What follows belongs to an exercise in optimizing a design on an open flow for small area, a short achievable clock period and few clock cycles; a production flow would make more cautious choices.
In this exercise RTL edits were held to simulation tests only and were not proved equivalent to the original.

==> flow/design.v (excerpt) <==
module enigma_core (
    input  wire       clk,
    input  wire       rst,
    input  wire       cfg_we,
    input  wire [2:0] cfg_sel,
    input  wire [4:0] cfg_idx,
    input  wire [4:0] cfg_data,
    input  wire       in_valid,
    input  wire [7:0] in_data,
    output reg        in_ready,
    output wire       out_valid,
    output wire [7:0] out_data,
    input  wire       out_ready
);
Settings: LEC_CHECK=0, CAP_MARGIN=20, CORE_MARGIN=2, CORE_UTILIZATION=40, SLEW_MARGIN=20; clock period 30.0 ns.
standard.sh (not shown) runs the stock make flow with config.mk's settings and CLKGATE_MAP_FILE= SYNTH_SCRIPT=/design/flow/synth_recipe.tcl, a recipe that flattens the netlist after the stock synthesis.
==> flow/flow/run.sh <==
#!/bin/bash
# Layout: the standard flow (standard.sh, unchanged synthesis) with two
# settings changed:
#  - the port buffers are buf_2 cells instead of the delay cells that
#    buffer_ports picks by default (same number of buffers, one per port)
#  - repair_timing aims at SETUP_SLACK_MARGIN ns of setup slack, so the
#    resizer keeps working on paths the 30 ns clock leaves slack on
# The clock period and constraint.sdc are the design's, unchanged.
set -euo pipefail
MARGIN=${MARGIN:-22.8}
bash standard.sh SETUP_SLACK_MARGIN=$MARGIN \
    "BUFFER_PORTS_ARGS=-buffer_cell sky130_fd_sc_hd__buf_2" \
    finish > standard_flow.log 2>&1
Testbench counts at the start, summed over its fixed seeds: cycles 8,408.
Edit:
==> flow/run.sh (new file) <==
#!/bin/bash
# synth_recipe.tcl (not shown) runs the flow's synth.tcl, then flattens the netlist and writes it again
# the make line also repeats each setting of config.mk as NAME=value (left out here)
make -C /OpenROAD-flow-scripts/flow DESIGN_CONFIG=/design/flow/config.mk WORK_HOME=/design/flow/orfs CLKGATE_MAP_FILE= SYNTH_SCRIPT=/design/flow/synth_recipe.tcl finish
removed: flow/flow/run.sh
removed: flow/standard.sh
=>
- worst setup slack gets worse by 0.39 ns
- via count falls slightly
- non-clock buffer count falls by 1
- final area rises slightly
- synthesized area is unchanged


v52:
The RTL this note starts from:
==> flow/design.v <==
module enigma_core (
    input  wire       clk,
    input  wire       rst,
    input  wire       cfg_we,
    input  wire [2:0] cfg_sel,
    input  wire [4:0] cfg_idx,
    input  wire [4:0] cfg_data,
    input  wire       in_valid,
    input  wire [7:0] in_data,
    output reg        in_ready,
    output wire       out_valid,
    output wire [7:0] out_data,
    input  wire       out_ready
);
    reg [129:0] rw0, rw1, rw2, refl, plg;
    reg [4:0]   nt0, nt1, nt2;
    reg [4:0]   pos0, pos1, pos2;
    function [4:0] mod26;
        input [5:0] s;
        begin
            mod26 = (s >= 6'd26) ? s - 6'd26 : s[4:0];
        end
    endfunction
    function [4:0] sub26;
        input [4:0] a;
        input [4:0] b;
        begin
            sub26 = (a >= b) ? a - b : a + 5'd26 - b;
        end
    endfunction
    function [4:0] mux32;
        input [159:0] a;
        input [4:0]   i;
        reg [79:0] b;
        reg [39:0] c;
        reg [19:0] d;
        reg [9:0]  e;
        integer k;
        begin
            for (k = 0; k < 16; k = k + 1)
                b[5*k +: 5] = i[0] ? a[10*k+5 +: 5] : a[10*k +: 5];
            for (k = 0; k < 8; k = k + 1)
                c[5*k +: 5] = i[1] ? b[10*k+5 +: 5] : b[10*k +: 5];
            for (k = 0; k < 4; k = k + 1)
                d[5*k +: 5] = i[2] ? c[10*k+5 +: 5] : c[10*k +: 5];
            for (k = 0; k < 2; k = k + 1)
                e[5*k +: 5] = i[3] ? d[10*k+5 +: 5] : d[10*k +: 5];
            mux32 = i[4] ? e[9:5] : e[4:0];
        end
    endfunction
    function [4:0] rd;
        input [129:0] t;
        input [4:0]   i;
        begin
            rd = mux32({t[129:120], t[129:120], t[129:120], t}, i);
        end
    endfunction
    function [4:0] rd1;
        input [129:0] t;
        input [4:0]   i;
        begin
            rd1 = mux32({t[129:125], t[129:125], t[124:115], t[129:125], t, t[4:0]}, i);
        end
    endfunction
    function [4:0] inv;
        input [129:0] t;
        input [4:0]   v;
        integer k;
        begin
            inv = 5'd0;
            for (k = 1; k < 26; k = k + 1)
                inv = inv | ({5{t[5*k +: 5] == v}} & k[4:0]);
        end
    endfunction
    reg  stall;
    wire adv = ~stall;
    reg       v0;
    reg [4:0] d0;
    reg       cw;
    reg [2:0] cs;
    reg [4:0] ci, cd;
    always @(posedge clk) begin
        if (rst)
            v0 <= 1'b0;
        else if (adv)
            v0 <= in_valid & in_ready & ~in_data[7] & in_data[6];
        if (adv)
            d0 <= in_data[4:0];
        cw <= cfg_we;
        cs <= cfg_sel;
        ci <= cfg_idx;
        cd <= cfg_data;
    end
    wire [4:0] cd_nt = (cd >= 5'd7) ? cd - 5'd7 : cd + 5'd19;
    genvar g;
    generate
        for (g = 0; g < 26; g = g + 1) begin : tbl
            always @(posedge clk) begin
                if (cw && ci == g) begin
                    case (cs)
                        3'd0: rw0[5*g +: 5]  <= cd;
                        3'd1: rw1[5*g +: 5]  <= cd;
                        3'd2: rw2[5*g +: 5]  <= cd;
                        3'd3: refl[5*g +: 5] <= cd;
                        3'd4: plg[5*g +: 5]  <= cd + 5'd1;
                        default: ;
                    endcase
                end
            end
        end
    endgenerate
    always @(posedge clk) begin
        if (cw && cs == 3'd5) begin
            if (ci == 5'd0) nt0 <= cd_nt;
            if (ci == 5'd1) nt1 <= cd_nt;
            if (ci == 5'd2) nt2 <= cd_nt;
        end
    end
    wire let1 = v0 && d0 != 5'd0 && d0 <= 5'd26;
    wire a0 = (pos0 == nt0);
    wire a1 = (pos1 == nt1);
    wire a2 = (pos2 == nt2);
    always @(posedge clk) begin
        if (rst) begin
            pos0 <= 5'd0;
            pos1 <= 5'd0;
            pos2 <= 5'd0;
        end else begin
            if (let1 && adv) begin
                if (a0 | a1) pos0 <= (pos0 == 5'd25) ? 5'd0 : pos0 + 5'd1;
                if (a1 | a2) pos1 <= (pos1 == 5'd25) ? 5'd0 : pos1 + 5'd1;
                pos2 <= (pos2 == 5'd25) ? 5'd0 : pos2 + 5'd1;
            end
            if (cw && cs == 3'd6) begin
                if (ci == 5'd0) pos0 <= cd;
                if (ci == 5'd1) pos1 <= cd;
                if (ci == 5'd2) pos2 <= cd;
            end
        end
    end
    wire [4:0] x1p = rd1(plg, d0);
    wire [4:0] e2  = mod26({1'b0, x1p} + {1'b0, pos2});
    wire [4:0] f2  = rd(rw2, e2);
    reg       v1;
    reg [4:0] f2r;
    always @(posedge clk) begin
        if (rst)
            v1 <= 1'b0;
        else if (adv)
            v1 <= let1;
        if (adv)
            f2r <= f2;
    end
    wire [4:0] e1 = mod26({1'b0, f2r} + {1'b0, pos1});
    wire [4:0] f1 = rd(rw1, e1);
    wire [4:0] e0 = mod26({1'b0, f1} + {1'b0, pos0});
    reg       v2;
    reg [4:0] e0r, p20, p21;
    always @(posedge clk) begin
        if (rst)
            v2 <= 1'b0;
        else if (adv)
            v2 <= v1;
        if (adv) begin
            e0r <= e0;
            p20 <= pos0;
            p21 <= pos1;
        end
    end
    wire [4:0] j0 = inv(rw0, rd(refl, rd(rw0, e0r)));
    reg       v3;
    reg [4:0] j3, p30, p31;
    always @(posedge clk) begin
        if (rst)
            v3 <= 1'b0;
        else if (adv)
            v3 <= v2;
        if (adv) begin
            j3  <= j0;
            p30 <= p20;
            p31 <= p21;
        end
    end
    wire [4:0] i1 = sub26(inv(rw1, sub26(j3, p30)), p31);
    reg       v4;
    reg [4:0] i1r;
    always @(posedge clk) begin
        if (rst)
            v4 <= 1'b0;
        else if (adv)
            v4 <= v3;
        if (adv) begin
            i1r <= i1;
        end
    end
    reg [4:0] p42;
    always @(posedge clk) begin
        if (rst)
            p42 <= 5'd0;
        else if (cw && cs == 3'd6 && ci == 5'd2)
            p42 <= cd;
        else if (adv && v3)
            p42 <= (p42 == 5'd25) ? 5'd0 : p42 + 5'd1;
    end
    wire [4:0] i2 = sub26(inv(rw2, i1r), p42);
    wire [4:0] o1 = rd(plg, i2);         
    reg       qv0, qv1;
    reg [4:0] q0, q1;
    wire      push = v4 & adv;
    assign out_valid = qv0;
    assign out_data  = {3'b011, q0};
    wire stall_n = out_ready ? (qv1 & push) : (qv0 & (qv1 ^ push));
    always @(posedge clk) begin
        if (qv0) begin
            if (out_ready)
                q0 <= qv1 ? q1 : o1;
        end else begin
            q0 <= o1;
        end
        if (push && (out_ready ? qv1 : qv0))
            q1 <= o1;
    end
    always @(posedge clk) begin
        if (rst) begin
            qv0      <= 1'b0;
            qv1      <= 1'b0;
            stall    <= 1'b0;
            in_ready <= 1'b0;
        end else begin
            qv0      <= out_ready ? (qv1 | push) : (qv0 | push);
            qv1      <= stall_n;
            stall    <= stall_n;
            in_ready <= ~stall_n;
        end
    end
endmodule
==> flow/config.mk <==
export PLATFORM = sky130hd
export DESIGN_NAME = enigma_core
export DESIGN_NICKNAME = enigma_core
export VERILOG_FILES = /design/flow/design.v
export SDC_FILE = /design/flow/constraint.sdc
export NUM_CORES = 4
export LEC_CHECK = 0
export CAP_MARGIN = 20
export CORE_MARGIN = 2
export CORE_UTILIZATION = 40
export SLEW_MARGIN = 20
==> flow/constraint.sdc <==
create_clock -name core_clock -period 30.0 [get_ports {clk}]
set_input_delay 6.0000 -clock core_clock [delete_from_list [all_inputs] [get_ports {clk}]]
set_output_delay 6.0000 -clock core_clock [all_outputs]
set_load 0.01 [all_outputs]
==> flow/flow/run.sh <==
#!/bin/bash
# Layout: the standard flow (standard.sh, unchanged synthesis) with these
# settings changed:
#  - the port buffers are buf_2 cells instead of the delay cells that
#    buffer_ports picks by default (same number of buffers, one per port)
#  - repair_timing aims at SETUP_SLACK_MARGIN ns of setup slack, so the
#    resizer keeps working on paths the 30 ns clock leaves slack on
#  - clock tree: larger sink clusters, no dummy loads
# The clock period and constraint.sdc are the design's, unchanged.
set -euo pipefail
bash standard.sh SETUP_SLACK_MARGIN=22.9 \
    "BUFFER_PORTS_ARGS=-buffer_cell sky130_fd_sc_hd__buf_2" \
    "CTS_ARGS=-sink_clustering_enable -repair_clock_nets -sink_clustering_size 24 -sink_clustering_max_diameter 100 -dont_use_dummy_load"  \
    finish > standard_flow.log 2>&1
v52: no failed stages, no open violations at the end
Testbench counts of v52, summed over its fixed seeds: cycles 8,376.
#### Input delta (v10 over v52)
==> flow/flow/run.sh <==
#!/bin/bash
# Layout: the standard flow (standard.sh, unchanged synthesis) with these
# settings changed:
#  - the port buffers are buf_2 cells instead of the delay cells that
#    buffer_ports picks by default (same number of buffers, one per port)
#  - repair_timing aims at SETUP_SLACK_MARGIN ns of setup slack, so the
#    resizer keeps working on paths the 30 ns clock leaves slack on
#  - clock tree: larger sink clusters, no dummy loads
#  - 60% core utilization (a smaller die, shorter wires)
# The clock period and constraint.sdc are the design's, unchanged.
set -euo pipefail
bash standard.sh SETUP_SLACK_MARGIN=22.9 \
    "BUFFER_PORTS_ARGS=-buffer_cell sky130_fd_sc_hd__buf_2" \
    "CTS_ARGS=-sink_clustering_enable -repair_clock_nets -sink_clustering_size 50 -sink_clustering_max_diameter 60 -dont_use_dummy_load" CORE_UTILIZATION=60 \
    finish > standard_flow.log 2>&1
Notes after the runs:
Re minimum clock period: v10 and v52 aren't equal, and the higher value belongs to v52. From v52 to v10 the numbers moved as follows: post-detailed-route via-to-cell ratio up 11%; first-pass GRT wire length down 6400 um.
## Diff of input files: v42 against v10
==> flow/flow/run.sh <==
#!/bin/bash
# Layout: the standard flow (standard.sh, unchanged synthesis) with these
# settings changed:
#  - the port buffers are buf_2 cells instead of the delay cells that
#    buffer_ports picks by default (same number of buffers, one per port)
#  - repair_timing aims at SETUP_SLACK_MARGIN ns of setup slack, so the
#    resizer keeps working on paths the 30 ns clock leaves slack on
#  - clock tree: larger sink clusters, no dummy loads
# The clock period and constraint.sdc are the design's, unchanged.
set -euo pipefail
bash standard.sh SETUP_SLACK_MARGIN=22.9 \
    "BUFFER_PORTS_ARGS=-buffer_cell sky130_fd_sc_hd__buf_2" \
    "CTS_ARGS=-sink_clustering_enable -repair_clock_nets -sink_clustering_size 32 -sink_clustering_max_diameter 70 -dont_use_dummy_load"  \
    finish > standard_flow.log 2>&1
### Flow results
For number of nets in the layout, v10 and v42 come out practically identical.
Compared to v10, the routing of v42 uses more wire.
From v10 to v42 the numbers moved as follows: number of global-route vias before repair has increased; number of cells produced by synthesis was more or less identical; detailed placement HPWL now larger; footprint of the multi-input gates about even.
Compared with v10, in v42 detailed-routing wirelength on met1 grew by 1500 um; total non-filler cell area in the finished layout went up.
Compared with v10, v42 shows a higher first-pass GRT wire length.
The lower proportion of cell area occupied by registers came out of v42.
The following lists how v5 was set up differently from v42:
==> flow/flow/run.sh <==
#!/bin/bash
# Layout: the standard flow (standard.sh, unchanged synthesis) with these
# settings changed:
#  - the port buffers are buf_2 cells instead of the delay cells that
#    buffer_ports picks by default (same number of buffers, one per port)
#  - repair_timing aims at SETUP_SLACK_MARGIN ns of setup slack, so the
#    resizer keeps working on paths the 30 ns clock leaves slack on
#  - clock tree: larger sink clusters, no dummy loads
#  - 60% core utilization (a smaller die, shorter wires)
# The clock period and constraint.sdc are the design's, unchanged.
set -euo pipefail
bash standard.sh SETUP_SLACK_MARGIN=22.9 \
    "BUFFER_PORTS_ARGS=-buffer_cell sky130_fd_sc_hd__buf_2" \
    "CTS_ARGS=-sink_clustering_enable -repair_clock_nets -sink_clustering_size 24 -sink_clustering_max_diameter 100 -dont_use_dummy_load" CORE_UTILIZATION=60 \
    finish > standard_flow.log 2>&1
==> run summary <==
Re worst path arrival time: v5 is 20 ps down on v42.
v5: area of the core 33% below v42
Share of the clock period used by the worst path after layout of v42 is on par with v5.
Summary of v5 over v42: total instance count after detailed placement dropped 413; antenna diode count climbed 3; clock-buffer cell count dropped 7.
The die boundary height in v5 sits about 18% below the value recorded for v42.
Taking v42 over v5, the count of placed standard cells in the final layout, fillers left out ratio works out to 1.12.
The average vias per placed instance reported for v5 is greater than that of v42 by 11%.
The via count in v5 was lower than what v42 gave.

[separate check: timing with driven ports]
In the flow no input, the clock included, has a driving cell. The finished layouts below were timed again as built, in two steps. Step 1: set_driving_cell puts a clkbuf_16 on clk and a buf_2 on each other input, an assumption about the parent block. Step 2 moves the port delays by t, midway between the first and last clock arrival at a register: inputs arrive t later, outputs are due t later. That takes back most of the time a late clock gives input paths. a / b / c = ideal ports / drivers / drivers and shift; a / b = the first two.
| run | t (ns) | setup WS [ns] | worst register clock-pin slew, ns | pins driven straight from the clock port |
|---|---|---|---|---|
| the first run of note 1 | 0.710 | 22.845 / 22.774 / 22.738 | 0.07 / 0.07 | 1 |
| the second run of note 1 | 0.708 | 22.452 / 22.387 / 22.414 | 0.07 / 0.07 | 1 |
| v52 | 0.631 | 22.868 / 22.807 / 22.810 | 0.10 / 0.10 | 1 |
| v10 | 0.677 | 22.888 / 22.819 / 22.824 | 0.10 / 0.10 | 1 |
| v42 | 0.658 | 22.850 / 22.778 / 22.804 | 0.12 / 0.12 | 1 |
| v5 | 0.647 | 22.875 / 22.811 / 22.858 | 0.10 / 0.10 | 1 |
After both steps every run listed still meets setup and hold. The setup slack of the first run of note 1, which loses most, moves by -0.071 ns with the drivers and by -0.107 ns with both steps.
